From an optimization exercise on the open Yosys and OpenROAD flow, aimed at small area, a short achievable clock period and few clock cycles; shortcuts taken in it are not production practice.
In this exercise RTL edits were held to simulation tests only and were not proved equivalent to the original.
Power and IR drop assume default switching activity.

`config.mk`:
```
export PLATFORM = sky130hd
export DESIGN_NAME = bfx
export DESIGN_NICKNAME = bfx
export VERILOG_FILES = /design/flow/design.v
export SDC_FILE = /design/flow/constraint.sdc
export NUM_CORES = 4
export LEC_CHECK = 0
export CAP_MARGIN = 20
export CORE_MARGIN = 2
export CORE_UTILIZATION = 40
export PLACE_DENSITY = 0.6
export SETUP_SLACK_MARGIN = 4
export SLEW_MARGIN = 20
```
`run.sh`:
```
#!/bin/bash
# synth_recipe.tcl (not shown) runs the flow's synth.tcl, then flattens the netlist and writes it again
# the make line also repeats each setting of config.mk as NAME=value (left out here)
make -C /OpenROAD-flow-scripts/flow DESIGN_CONFIG=/design/flow/config.mk WORK_HOME=/design/flow/orfs CLKGATE_MAP_FILE= SYNTH_SCRIPT=/design/flow/synth_recipe.tcl finish
```
`constraint.sdc`:
```
create_clock -name core_clock -period 9.0 [get_ports {clk}]
set_input_delay 1.8000 -clock core_clock [delete_from_list [all_inputs] [get_ports {clk}]]
set_output_delay 1.8000 -clock core_clock [all_outputs]
set_load 0.01 [all_outputs]
```
`design.v`:
```
module bfx (
    input  wire        clk,
    input  wire        rst,           
    input  wire        src_valid,
    input  wire        src_end,
    input  wire [7:0]  src_char,
    output wire        src_ready,
    input  wire        start,
    input  wire        stop_req,
    input  wire        eof_bit,
    input  wire        budget_en,
    input  wire [19:0] step_budget,
    output wire        in_req,
    input  wire        in_ack,
    input  wire        in_eos,
    input  wire [7:0]  in_byte,
    output wire        out_valid,
    output wire [7:0]  out_data,
    input  wire        out_fail,
    output wire [1:0]  ld_status,     
    output wire [1:0]  err_kind,      
    output wire [11:0] err_pos,
    output wire [1:0]  run_state,     
    output wire [2:0]  fault_cause    
);
    localparam IW       = 7;              
    localparam PROG_MAX = 1 << IW;        
    localparam PW       = 9;              
    localparam TAPE     = 1 << PW;        
    localparam [PW-1:0] PTR_ZERO = 1 << (PW - 1);    
    localparam [PW-1:0] PTR_TOP  = {PW{1'b1}};
    localparam OP_TGL = 3'd0, OP_LEFT = 3'd1, OP_RIGHT = 3'd2, OP_IN = 3'd3,
               OP_OUT = 3'd4, OP_JZF  = 3'd5, OP_JNZB  = 3'd6, OP_SELF = 3'd7;
    localparam LD_UNLOADED = 2'd0, LD_LOADING = 2'd1, LD_LOADED = 2'd2, LD_FAILED = 2'd3;
    reg [1:0]    ld_q;
    reg          ld_err_q;         
    reg [1:0]    err_kind_q;
    reg [11:0]   err_pos_q;
    reg [IW:0]   len_q;            
    reg [IW:0]   k;                
    reg [11:0]   c;                
    reg [IW:0]   sp;               
    reg [2:0]    prog_e [0:63];
    reg [2:0]    prog_o [0:63];
    reg [IW-1:0] jt_e   [0:63];
    reg [IW-1:0] jt_o   [0:63];
    reg [3:0]    pos_hi [0:63];
    reg [511:0]  ring;             
    reg [IW:0]   ip_q;             
    reg [IW:0]   ip1_q;            
    wire         odd  = ip_q[0];
    wire [2:0]   pe   = prog_e[ip1_q[IW-1:1]];
    wire [2:0]   po   = prog_o[ip_q[IW-1:1]];
    wire [IW-1:0] je  = jt_e[ip1_q[IW-1:1]];
    wire [IW-1:0] jo  = jt_o[ip_q[IW-1:1]];
    wire [2:0]   opA  = odd ? po : pe;
    wire [2:0]   opB  = odd ? pe : po;
    wire [IW-1:0] jA  = odd ? jo : je;
    wire [IW-1:0] jB  = odd ? je : jo;
    function [3:0] decode;         
        input [7:0] c;
        case (c)
            8'h2B, 8'h2D: decode = {1'b1, OP_TGL};
            8'h3C:        decode = {1'b1, OP_LEFT};
            8'h3E:        decode = {1'b1, OP_RIGHT};
            8'h2C:        decode = {1'b1, OP_IN};
            8'h2E:        decode = {1'b1, OP_OUT};
            8'h5B:        decode = {1'b1, OP_JZF};
            8'h5D:        decode = {1'b1, OP_JNZB};
            default:      decode = 4'd0;
        endcase
    endfunction
    assign src_ready = 1'b1;
    wire       beat     = src_valid;
    wire       new_load = (ld_q != LD_LOADING);
    wire         skip   = ld_err_q;
    wire [3:0]   dc     = decode(src_char);
    wire         is_cmd = dc[3];
    wire [2:0]   sop    = dc[2:0];
    wire [IW:0]  sp_m1  = sp - 1'b1;
    wire [IW-1:0] top   = ip_q[IW-1:0];
    wire [IW-1:0] link  = jA;              
    wire [IW-1:0] k7    = k[IW-1:0];
    wire         self_lp = (top == k7 - 1'b1);
    wire ld_store = beat && !src_end && !skip && is_cmd &&
                    (k != PROG_MAX) && !(sop == OP_JNZB && sp == 0);
    always @(posedge clk) begin
        if (rst) begin
            ld_q       <= LD_UNLOADED;
            ld_err_q   <= 1'b0;
            err_kind_q <= 2'd0;
            err_pos_q  <= 12'd0;
            len_q      <= {(IW+1){1'b0}};
            k          <= {(IW+1){1'b0}};
            c          <= 12'd0;
            sp         <= {(IW+1){1'b0}};
        end else if (beat) begin
            if (new_load) begin
                err_kind_q <= 2'd0;
                err_pos_q  <= 12'd0;
            end
            if (src_end) begin
                len_q    <= k;
                k        <= {(IW+1){1'b0}};
                c        <= 12'd0;
                sp       <= {(IW+1){1'b0}};
                ld_err_q <= 1'b0;
                if (skip) begin
                    ld_q <= LD_FAILED;
                end else if (sp != 0) begin
                    ld_q       <= LD_FAILED;
                    err_kind_q <= 2'd2;
                    err_pos_q  <= {pos_hi[sp_m1[5:0]], ring[448], ring[384], ring[320],
                                   ring[256], ring[192], ring[128], ring[64], ring[0]};
                end else begin
                    ld_q <= LD_LOADED;
                end
            end else begin
                ld_q <= LD_LOADING;
                c    <= c + 1'b1;
                if (!skip && is_cmd) begin
                    if (k == PROG_MAX) begin
                        ld_err_q   <= 1'b1;
                        err_kind_q <= 2'd3;
                        err_pos_q  <= c;
                    end else if (sop == OP_JNZB && sp == 0) begin
                        ld_err_q   <= 1'b1;
                        err_kind_q <= 2'd1;
                        err_pos_q  <= c;
                    end else begin
                        k <= k + 1'b1;
                        if (sop == OP_JZF)  sp <= sp + 1'b1;
                        if (sop == OP_JNZB) sp <= sp - 1'b1;
                    end
                end
            end
        end
    end
    wire [2:0]    wop  = (sop == OP_JNZB && self_lp) ? OP_SELF : sop;
    wire [IW-1:0] wjt  = (sop == OP_JNZB) ? (k7 ^ top) : top;
    always @(posedge clk) begin
        if (ld_store) begin
            if (k7[0]) prog_o[k7[IW-1:1]] <= wop;
            else       prog_e[k7[IW-1:1]] <= wop;
            if (sop == OP_JZF || sop == OP_JNZB) begin
                if (k7[0]) jt_o[k7[IW-1:1]] <= wjt;
                else       jt_e[k7[IW-1:1]] <= wjt;
            end
            if (sop == OP_JNZB) begin
                if (top[0]) jt_o[top[IW-1:1]] <= wjt;
                else        jt_e[top[IW-1:1]] <= wjt;
            end
            if (sop == OP_JZF)
                pos_hi[sp[5:0]] <= c[11:8];
        end
    end
    assign ld_status = ld_q;
    assign err_kind  = err_kind_q;
    assign err_pos   = err_pos_q;
    localparam R_IDLE = 2'd0, R_RUN = 2'd1, R_HALT = 2'd2, R_FAULT = 2'd3;
    reg [1:0]    rs_q;             
    reg          wait_q;           
    reg [2:0]    cause_q;
    reg [PW-1:0] ptr_q;            
    reg [PW-1:0] lo_q, hi_q;       
    reg [19:0]   rem_q;            
    reg          ben_q, eof_q, stop_q;
    reg [7:0]    in_buf_q;         
    reg [2:0]    in_rem_q;
    reg          in_eos_q;
    reg [7:0]    out_buf_q;        
    reg [2:0]    out_cnt_q;
    reg          pend_q;           
    wire [IW-1:0] tgtA   = jA ^ ip_q[IW-1:0];
    wire [IW-1:0] tgtB   = jB ^ ip1_q[IW-1:0];
    wire [IW:0]   ip2    = ip1_q + 1'b1;
    wire          a_last = (ip1_q == len_q);      
    wire          b_last = (ip2 == len_q);        
    wire          halt_now = (ip_q == len_q);
    wire c0 = ring[0];
    wire at_hi = (ptr_q == hi_q);
    wire at_lo = (ptr_q == lo_q);
    wire nR = at_hi ? 1'b0 : ring[1];             
    wire nL = at_lo ? 1'b0 : ring[TAPE-1];        
    wire edge_r = (ptr_q == PTR_TOP);
    wire edge_l = (ptr_q == {PW{1'b0}});
    wire rem0 = (rem_q == 20'd0);
    wire rem1 = (rem_q == 20'd1);
    wire running  = (rs_q == R_RUN) && !wait_q;
    wire exec     = running && !halt_now && !stop_q && !(ben_q && rem0);
    wire in_have  = (in_rem_q != 3'd0);
    wire in_nofetch_bit = in_have ? in_buf_q[0] : eof_q;
    wire need_fetch = !in_have && !in_eos_q;
    wire in_ans_bit = in_eos ? eof_q : in_byte[0];
    wire A_tgl  = (opA == OP_TGL);
    wire A_l    = (opA == OP_LEFT);
    wire A_r    = (opA == OP_RIGHT);
    wire A_mv   = A_l | A_r;
    wire A_in   = (opA == OP_IN);
    wire A_out  = (opA == OP_OUT);
    wire A_jz   = (opA == OP_JZF);
    wire A_jnz  = (opA == OP_JNZB);
    wire A_self = (opA == OP_SELF);
    wire A_edge = (A_l & edge_l) | (A_r & edge_r);
    wire A_fetch = A_in & need_fetch;
    wire A_push  = A_out & (out_cnt_q == 3'd7);
    wire A_taken = (A_jz & ~c0) | (A_jnz & c0);
    wire vA = A_tgl ? ~c0 : A_in ? in_nofetch_bit : c0;
    wire nb = A_r ? nR : A_l ? nL : vA;           
    wire B_tgl  = (opB == OP_TGL);
    wire B_l    = (opB == OP_LEFT);
    wire B_r    = (opB == OP_RIGHT);
    wire B_mv   = B_l | B_r;
    wire B_in   = (opB == OP_IN);
    wire B_out  = (opB == OP_OUT);
    wire B_jz   = (opB == OP_JZF);
    wire B_jnz  = (opB == OP_JNZB);
    wire B_self = (opB == OP_SELF);
    wire B_edge = (B_l & edge_l) | (B_r & edge_r);
    wire B_fetch = B_in & need_fetch;
    wire B_push  = B_out & (out_cnt_q == 3'd7);
    wire B_taken = (B_jz & ~nb) | ((B_jnz | B_self) & nb);
    wire dual = !a_last && !A_self && !A_taken && !A_fetch && !A_edge && !A_push &&
                !(A_mv && B_mv) && !(A_in && B_in) && !(A_out && B_out) &&
                !(pend_q && B_fetch) && !(ben_q && rem1);
    wire obit  = A_out ? c0 : nb;
    wire [7:0] out_w = {obit, out_buf_q[7:1]};
    assign in_req    = wait_q;
    assign out_valid = pend_q;
    assign out_data  = out_buf_q;
    wire B_inbit = in_have ? in_buf_q[0] : eof_q;
    wire vB = B_tgl ? ~nb : B_in ? B_inbit : nb;
    reg          adv;
    reg [IW:0]   nip, nip1;
    reg          nhalt;
    reg          rot_r, rot_l;
    reg          v0, vP;
    reg          do_ring0;
    reg          consume_in, fetch_in, shift_out;
    reg          two;
    always @(posedge clk) begin
        adv = 1'b0;
        nip = ip1_q;
        nip1 = ip2;
        nhalt = a_last;
        rot_r = 1'b0; rot_l = 1'b0;
        v0 = c0; vP = c0;
        do_ring0 = 1'b0;
        consume_in = 1'b0; fetch_in = 1'b0; shift_out = 1'b0;
        two = 1'b0;
        if (rst) begin
            rs_q      <= R_IDLE;
            wait_q    <= 1'b0;
            cause_q   <= 3'd0;
            ip_q      <= {(IW+1){1'b0}};
            ip1_q     <= {{IW{1'b0}}, 1'b1};
            stop_q    <= 1'b0;
            pend_q    <= 1'b0;
        end else if (beat) begin
            rs_q    <= R_IDLE;
            wait_q  <= 1'b0;
            pend_q  <= 1'b0;
            cause_q <= 3'd0;
            rot_l = ld_store && sop == OP_JZF;
            rot_r = ld_store && sop == OP_JNZB;
            if (ld_store && sop == OP_JZF) begin
                ip_q  <= {1'b0, k7};
                ip1_q <= {1'b0, k7} + 1'b1;
            end
            if (ld_store && sop == OP_JNZB) begin
                ip_q  <= {1'b0, link};
                ip1_q <= {1'b0, link} + 1'b1;
            end
        end else if (start && ld_q == LD_LOADED) begin
            rs_q      <= (len_q == 0) ? R_HALT : R_RUN;
            wait_q    <= 1'b0;
            cause_q   <= 3'd0;
            ip_q      <= {(IW+1){1'b0}};
            ip1_q     <= {{IW{1'b0}}, 1'b1};
            ptr_q     <= PTR_ZERO;
            lo_q      <= PTR_ZERO;
            hi_q      <= PTR_ZERO;
            ring[0]   <= 1'b0;
            rem_q     <= step_budget;
            ben_q     <= budget_en;
            eof_q     <= eof_bit;
            stop_q    <= 1'b0;
            in_rem_q  <= 3'd0;
            in_eos_q  <= 1'b0;
            out_cnt_q <= 3'd0;
            pend_q    <= 1'b0;
        end else begin
            stop_q <= stop_req;
            pend_q <= 1'b0;
            if (pend_q && out_fail) begin
                rs_q    <= R_FAULT;
                cause_q <= 3'd1;
            end else if (wait_q) begin
                if (in_ack) begin
                    wait_q   <= 1'b0;
                    v0       = in_ans_bit;
                    do_ring0 = 1'b1;
                    fetch_in = 1'b1;
                    adv      = 1'b1;
                end
            end else if (running) begin
                if (halt_now) begin
                    rs_q <= R_HALT;
                end else if (stop_q) begin
                    rs_q    <= R_FAULT;
                    cause_q <= 3'd3;
                end else if (ben_q && rem0) begin
                    rs_q    <= R_FAULT;
                    cause_q <= 3'd2;
                end else if (A_edge) begin
                    rs_q    <= R_FAULT;
                    cause_q <= 3'd4;
                end else if (A_fetch) begin
                    if (!pend_q) wait_q <= 1'b1;
                end else if (A_self) begin
                    if (c0) begin
                        if (ben_q) rem_q <= 20'd0;
                    end else begin
                        adv = 1'b1;
                    end
                end else if (!dual) begin
                    adv = 1'b1;
                    if (A_taken) begin
                        nip   = {1'b0, tgtA} + 1'b1;
                        nip1  = {1'b0, tgtA} + 2'd2;
                        nhalt = 1'b0;
                    end
                    if (A_mv) begin
                        rot_r = A_r; rot_l = A_l;
                        v0 = nb; vP = c0;
                    end else begin
                        v0 = vA;
                    end
                    do_ring0   = 1'b1;
                    consume_in = A_in;
                    shift_out  = A_out;
                    if (A_push) begin
                        pend_q <= 1'b1;
                        nhalt  = 1'b0;
                    end
                end else begin
                    consume_in = A_in;
                    shift_out  = A_out | B_out;
                    do_ring0   = 1'b1;
                    if (A_mv) begin
                        rot_r = A_r; rot_l = A_l;
                        vP = c0;
                    end
                    v0 = vA;
                    if (B_edge) begin
                        rs_q    <= R_FAULT;
                        cause_q <= 3'd4;
                        shift_out = A_out;
                    end else if (B_fetch) begin
                        adv    = 1'b1;
                        wait_q <= 1'b1;
                        nhalt  = 1'b0;
                        if (A_mv) v0 = nb;
                    end else begin
                        adv = 1'b1;
                        two = 1'b1;
                        consume_in = A_in | B_in;
                        if (B_push) pend_q <= 1'b1;
                        if (B_mv) begin
                            rot_r = B_r; rot_l = B_l;
                            vP = vA;
                            v0 = B_r ? nR : nL;
                        end else begin
                            v0 = vB;
                        end
                        nip   = ip2;
                        nip1  = ip2 + 1'b1;
                        nhalt = b_last && !B_push;
                        if (B_taken) begin
                            nhalt = 1'b0;
                            if (B_self) begin
                                nip  = ip1_q;
                                nip1 = ip2;
                            end else begin
                                nip  = {1'b0, tgtB} + 1'b1;
                                nip1 = {1'b0, tgtB} + 2'd2;
                            end
                        end
                    end
                end
            end
            if (rot_r) begin
                ring <= {vP, ring[TAPE-1:1]};
                ptr_q <= ptr_q + 1'b1;
                if (at_hi) hi_q <= hi_q + 1'b1;
            end
            if (rot_l) begin
                ring <= {ring[TAPE-2:1], vP, ring[TAPE-1]};
                ptr_q <= ptr_q - 1'b1;
                if (at_lo) lo_q <= lo_q - 1'b1;
            end
            if (do_ring0) ring[0] <= v0;
        end
        if (beat && !rst) begin
            if (rot_r)
                ring <= {ring[0], ring[TAPE-1:1]};
            if (rot_l) begin
                ring <= {ring[TAPE-2:0], ring[TAPE-1]};
                ring[0]   <= c[0];
                ring[64]  <= c[1];
                ring[128] <= c[2];
                ring[192] <= c[3];
                ring[256] <= c[4];
                ring[320] <= c[5];
                ring[384] <= c[6];
                ring[448] <= c[7];
            end
        end
        if (!beat && !rst) begin
            if (consume_in && in_have) begin
                in_buf_q <= {1'b0, in_buf_q[7:1]};
                in_rem_q <= in_rem_q - 1'b1;
            end
            if (fetch_in) begin
                if (in_eos) in_eos_q <= 1'b1;
                else begin
                    in_buf_q <= {1'b0, in_byte[7:1]};
                    in_rem_q <= 3'd7;
                end
            end
            if (shift_out) begin
                out_buf_q <= out_w;
                out_cnt_q <= out_cnt_q + 1'b1;
            end
            if (adv) begin
                rem_q <= rem_q - (two ? 20'd2 : 20'd1);
                ip_q  <= nip;
                ip1_q <= nip1;
                if (nhalt) rs_q <= R_HALT;
            end
        end
    end
    assign run_state   = rs_q;
    assign fault_cause = cause_q;
endmodule
```
==> results.yml <==
synth:
  synthAdderAreaFrac_pct: 0.375
  async_flop_share_pct: 0
  synth_mux_area_share_pct: 8.19
  synth-compound-area-share_pct: 18.8
  yosysUniqueCellTypes: 98
  yosysWarningCount: 1
  synthCells: 7697
  post_synth.cell_area_avg_sq_um: 13.1
  synth_edf_count: 1582
  synth_area_sq_um: 101000
  synth-xor-area-share_pct: 1.28
  synth-main-ff-cell: "edfxtp_1"
  synth_simple_gate_area_share_pct: 7.79
  synth_fp_nets: 7773
  synth_seq_cells: 2197
  yosysSeqAreaShare_pct: 59.4
  synth_top_family_by_area: "compound AO/OA/AOI/OAI gates"
die:
  initial_core_util_pct: 40.1
  die_h_um: 506
  core_region_area_sq_um: 251000
  die_area_sq_um: 256000
  io_pins: 79
  die_w_um: 506
  rows: 184
sta:
  max_freq_mhz: 184
  setup_viol: 0
  worst_pin_slew_ps: 1280
  slew_viol_final: 0
  fin_setup_tns_ps: 0
  fin_crit_ps: 5430
  hold_viol: 0
  skew_ps: 113
  rsz0062_at_grt: "true"
  hold_ws_ps: 446
  post-route-period-util_pct: 60.4
  slew_headroom_pct: 14.7
routing:
  drt_wl_total_um: 325000
  drc: 0
  dr.pass1.iters: 9
  wl_per_cell_um: 29.0
  postRouteAntennaNets: 0
  viasPerCell: 6.65
  drtIter0Drc: 10500
  vias: 74700
clock_tree:
  clock_sinks: 2197
  clkTransAtPathRegs_ps: 70
  insertion_delay_ps: 910
  hold_buffers: 0
  numCtsBuffers: 229
  max-clock-path-buffers: 3
  cts.htree.levels: 4
  cts_tree: "done"
  root_buffer: "clkbuf_16"
critical_path:
  crit_arrival_ps: 6170
  endpoint_kind: "flop"
  worst-path-max-fanout: 15
  crit_required_ps: 9740
  cp-start-kind: "flop"
  r2r_slack_ps: 3570
  worstReg2RegEnd: "rem_q[11]"
  crit_start: "ip_q[3]"
  r2r_cells: 26
  reg2reg_from: "ip_q[3]"
  crit_type: "flop to flop"
  endpoint: "rem_q[11]"
finish:
  drive_gt1_share_pct: 20.4
  seqCellArea_sq_um: 59800
  area_growth_pct: 17.5
  nFillCells: 21600
  layout.nets: 7743
  multi_input_area_sq_um: 40300
worst_hold_path:
  hold_depth: 0
  hp-class: "flop to flop"
global_routing:
  track_usage_pct: 23.6
  gr-total-overflow: 0
  grt_max_degree: 250
  grt_pass1_wl_um: 468000
  antenna_found_initial: 11
  first_global_vias: 70500
placed_design:
  gp_congestion: 0.923
  portBuffers: 77
  dpl.hpwl_um: 177000
flow_run:
  cap_violations: 0
status:
  run_status: "complete, no violations"
power:
  pwr_density_cell_nw_per_um2: 178
  max-vdd-ir-drop_mv: 0.227
  leakage_nw: 36.0
worst min-delay path by stage:
stage | from | end | slack, ps
floorplan | out_cnt_q[1] | out_cnt_q[1] | 440
global placement | out_buf_q[3] | out_buf_q[2] | 430
detailed placement | out_buf_q[6] | out_buf_q[5] | 430
CTS | out_buf_q[6] | out_buf_q[5] | 450
global route | out_buf_q[2] | out_buf_q[1] | 460
finish | out_buf_q[6] | out_buf_q[5] | 450
per-stage QoR:
step	setup slack [ps]	std cells	instance area [sq um]	power [mW]	util, %
after detailed placement	1420	10500	104000	11.6	41.3
after global routing	3400	11200	118000	21.7	47.2
after CTS	3580	11100	116000	21.2	46.1
final	3570	11200	118000	21.1	47.2
after global placement	1580	10500	104000	11.6	41.3
after floorplan	3710	7697	101000	11.4	-
layout make-up:
type	instances	area share, %
clock buffers	289	5.23
clock inverters	140	1.26
multi-input cells	4706	34.1
diodes	15	0.0317
inverters	39	0.139
repair buffers	494	5.17
flip-flops and latches	2197	50.6
well taps	3348	3.54
metal layers:
metal	routed length, um	GRT usage (%)	vias to the layer above
met3	30100	4.68	671
li1	-	-	31700
met4	14900	10.2	0
met2	148000	36.2	3925
met1	132000	32.7	38400
met5	0	0	-
sequential cells by signal, indices dropped and copies added (netlist names), 8 cells and up:
signal,count
k,8
sp,8
lo_q,9
pos_hi,256
rem_q,20
in_buf_q,8
err_pos_q,12
ip1_q,8
jt_e,448
out_buf_q,8
ptr_q,9
ring,512
hi_q,9
c,12
ip_q,8
prog_o,192
prog_e,192
jt_o,448
len_q,8
critical path, stage by stage (launching register included):
cell and delay, ps:
dfxtp_4 400, buf_12 130, clkinvlp_4 100, buf_4 170, buf_4 220, a221o_1 370, a21oi_2 200, o22ai_2 100
buf_4 200, nor4_4 380, o21ai_2 120, a31oi_1 140, nand4_1 150, or3_4 420, nor3_4 250, inv_4 120
ha_4 240, a211oi_4 220, nand2_1 100, or3_4 380, nor3_4 140, nand2b_1 110, buf_4 150, nor2_1 120
o21ai_1 90, nand2_1 100, o21ai_1 70
placed cells by master (no fill, tap or decap), types with 31 or more instances in the layout:
cell	n
a21o_1	514
o22ai_4	35
nand3_1	74
a22oi_1	122
xor2_1	62
and3_1	35
dfxtp_1	602
a221oi_1	954
a22o_1	36
xnor2_1	70
clkinv_1	35
buf_12	47
o21ai_0	54
clkdlybuf4s50_1	74
a31oi_1	47
clkbuf_16	252
inv_1	31
nor2_1	365
nor3_1	536
o22ai_2	96
clkinv_2	44
a221oi_2	96
mux2i_1	182
buf_6	57
edfxtp_1	1582
a21oi_1	118
o22ai_1	42
mux4_2	256
buf_4	234
clkbuf_1	41
nand2_1	238
mux2_2	44
cell families after synthesis:
logic type,Yosys count
compound gates,2414
flops,2197
simple gates,1602
buf+inv,810
mux,497
xor+xnor,147
fa+ha+maj,29
other cells,1
repair_timing:
item,in CTS,in global routing
endpoints found under the setup margin,2226,2028
pin swaps,78,30
resized for setup,450,252
setup buffers,133,60
cloned,34,34
cells in the mapped netlist, drive strengths merged, types with 27 or more instances:
library cell  number  area share [%]
edfxtp          1582              47
a221oi          1054             9.2
dfxtp            615              12
nor3             554             2.8
a21o             516             3.8
clkbuf           431             1.6
nor2             383             1.4
buf              340             2.4
nand2            269             1.0
mux4             256             5.7
mux2i            188             1.9
o22ai            173             1.1
a21oi            139            0.70
a22oi            129            0.96
o21ai             89            0.45
nand3             86            0.43
xnor2             83            0.72
xor2              64            0.56
mux2              53            0.60
a31oi             49            0.30
and3              41            0.25
inv               37            0.14
a22o              36            0.31
a211oi            33            0.26
nand2b            31            0.20
nor4              29            0.18
ha                27            0.34
o211ai            27            0.20
power breakdown:
group	total, mW	switching, mW	internal (mW)
Combinational	0.636	0.367	0.268
Clock	9.67	4.20	5.47
Sequential	10.8	0.0599	10.7
Total	21.1	4.63	16.5
Testbench counts, summed over its fixed seeds: cycles 89,021.

## afterwards: timing with drivers on the ports
The flow's constraints put no driver on any port. The routed layout listed below was extracted and timed again, unchanged, in two steps. Step 1 sets driving cells, clkbuf_16 on the clock port and buf_2 on the other inputs (assumed; they add their load-dependent delay and slew). Step 2 times the ports against the registers' clock, not the clock port: input delays grow and output delays shrink by t, the midpoint of the rising clock arrivals with the driver on. Slacks: ideal / step 1 / step 2; pairs: ideal / step 1.
t, ns: 0.950
slack for setup (ns): 3.565 / 3.565 / 2.966
worst setup path at the end: input to register
worst register clock-pin slew, ns: 0.07 / 0.07
pins driven straight from the clock port: 1
After both steps setup and hold are still met in this run. For this run, drivers alone change the setup slack by 0.000 ns; drivers and shift together by -0.599 ns.
